Background: an optimization exercise with open tools, aiming at small area, a short achievable clock period and few clock cycles per item. Do not read the settings as production practice. Where RTL was checked, it was by simulation tests only, not by an equivalence proof against the original. Power figures rest on the tool's default switching activity, not on a simulated workload. The clock port is modelled as an ideal driver; clocking choices that lean on that would not hold on a real chip.

## rpa_pkt
module rpa_pkt #(
    parameter N = 128,     
    parameter B = 5000     
) (
    input             clk,
    input             rst,
    input             p_req_valid,
    output            p_req_ready,
    input      [31:0] p_req_data,
    output reg        p_rsp_valid,
    output reg [2:0]  p_rsp_status,
    input             c_req_valid,
    output reg        c_req_ready,
    input      [31:0] c_req_data,
    output reg        c_rsp_valid,
    output reg [2:0]  c_rsp_status,
    output reg        tx_enable,
    input             tx_ready,
    output            tx_send,
    output reg [7:0]  tx_data,
    input             tx_complete,
    input             rx_avail,
    output            rx_take,
    input      [7:0]  rx_data,
    input      [7:0]  ts_in
);
For scale: ~5200 flip-flops, roughly 110 I/O pins, about 0.12 sq mm of cells after synthesis.
export LEC_CHECK = 0
export ABC_CLOCK_PERIOD_IN_PS = 4000
export CAP_MARGIN = 20
export CORE_MARGIN = 2
export CORE_UTILIZATION = 60
export CTS_BUF_LIST = sky130_fd_sc_hd__clkbuf_16
export CTS_CLUSTER_DIAMETER = 84
export CTS_CLUSTER_SIZE = 32
export SLEW_MARGIN = 20
export SYNTH_MEMORY_MAX_BITS = 8192
create_clock -name core_clock -period 10.0 [get_ports {clk}]
standard.sh (not shown) runs the stock make flow with config.mk's settings and CLKGATE_MAP_FILE= SYNTH_SCRIPT=/design/flow/synth_recipe.tcl, a recipe that flattens the netlist after the stock synthesis.
==> flow/flow/run.sh <==
#!/bin/bash
# Standard synthesis unchanged, then the standard layout with a larger
# setup slack margin for the timing repair after CTS and global routing, and
# the smallest buffer as the port buffer (timing repair sizes it up where needed).
set -euo pipefail
MARGIN=${MARGIN:-5.6}
bash standard.sh synth > synth.log 2>&1
sed "s/CLKGATE_MAP_FILE= /CLKGATE_MAP_FILE= SETUP_SLACK_MARGIN=$MARGIN 'BUFFER_PORTS_ARGS=-buffer_cell sky130_fd_sc_hd__buf_1' /" standard.sh > standard_margin.sh
bash standard_margin.sh finish > layout.log 2>&1
The baseline completed without violations.
Edit:
--- a/flow/design.v
+++ b/flow/design.v
@@ -164,20 +164,19 @@
     reg          fl_chkpop;       
     reg          fl_ppoll;        
     reg          p_rdy;           
     reg          p_inpush;        
     wire c_poll  = fl_cpoll_i || (fl_cpoll_c && tx_complete);
     wire p_poll  = fl_ppoll && !c_poll;
     assign rx_take = c_poll || fl_ppoll;
     wire taken   = rx_take && rx_avail;
-    wire rx_cmd  = rx_avail && !rx_data[7] && rx_data[6] && !rx_data[5] && rx_data[4];
-    wire pop_imm = (fl_cpop_i || (fl_cpop_c && tx_complete)) && !rx_cmd;
+    wire pop_imm = (fl_cpop_i || (fl_cpop_c && tx_complete)) && !rx_avail;
     wire pop     = pop_imm || fl_chkpop;
-    assign tx_send = tx_ready && (fl_ts || (fl_cpop_c && tx_complete)) && !(rx_cmd && fl_tu);
+    assign tx_send = tx_ready && (fl_ts || (fl_cpop_c && tx_complete)) && !(rx_avail && fl_tu);
     wire cmd_start;
     wire cmd_reset;
     rpa_cmd_gate u_gate (
         .taken     (taken),
         .byte_in   (rx_data),
         .cmd_start (cmd_start),
         .cmd_reset (cmd_reset)
     );
@@ -309,17 +308,17 @@
                 end
             end
             C_POLL1: begin
                 if (!init) begin
                     c_rsp_valid_n  = 1'b1;
                     c_rsp_status_n = ST_NOT_INIT;
                     c_state_n      = C_IDLE;
                 end else if (c_poll) begin
-                    if (rx_cmd) begin
+                    if (rx_avail) begin
                         c_first_n = 1'b1;
                         c_state_n = C_CHK;
                     end else if (!gate) begin
                         c_rsp_valid_n  = 1'b1;
                         c_rsp_status_n = ST_DISABLED;
                         c_state_n      = C_IDLE;
                     end else if (used_z) begin
                         c_rsp_valid_n  = 1'b1;
@@ -364,17 +363,17 @@
                     c_rsp_status_n = ST_OK;
                     c_state_n      = C_IDLE;
                 end else if (used_z) begin
                     c_rsp_valid_n  = 1'b1;
                     c_rsp_status_n = ST_OK;
                     c_state_n      = C_IDLE;
                 end else if (c_poll) begin
                     c_first_n = 1'b0;
-                    if (rx_cmd) begin
+                    if (rx_avail) begin
                         c_state_n = C_CHK;
                     end else if (!gate) begin
                         c_rsp_valid_n  = 1'b1;
                         c_rsp_status_n = ST_DISABLED;
                         c_state_n      = C_IDLE;
                     end else begin
                         c_state_n = C_SEND;
                     end
Maximum frequency grows by a few percent.
Worst hold slack degrades by 0.0087 ns.
Via count falls slightly.
Non-clock buffer count went down by 7.
Setup slack gains 0.30 ns.
Sequential power stays flat.
Testbench counts after the change, summed over its fixed seeds: cycles 13,955, items 1,920.
The RTL of the first run of this note was laid out without a check of its function.

[what the ideal ports hide]
Ports are ideal in the flow. The routed layouts listed here were re-timed in OpenROAD. Step 1 assumes that a clkbuf_16 drives the clock port and a buf_2 every other input. Step 2 adds t to the input delays and takes it off the output delays; t is the mean of the earliest and latest rising clock arrival at the registers after step 1. Input paths then give back, and output paths get back, about the clock's delay inside the block. Slacks: no drivers / after step 1 / after step 2; pairs: no drivers / after step 1.
run | t, ns | slack for setup (ns) | worst data-port slew with drivers (ns) | pins driven straight from the clock port
the first run | 0.920 | 5.087 / 5.048 / 4.724 | 0.09 | 1
the second run | 0.922 | 5.390 / 5.341 / 4.764 | 0.11 | 1
After both steps every run listed still meets setup and hold. For the second run, which loses most, drivers alone change the setup slack by -0.049 ns; drivers and shift together by -0.626 ns.
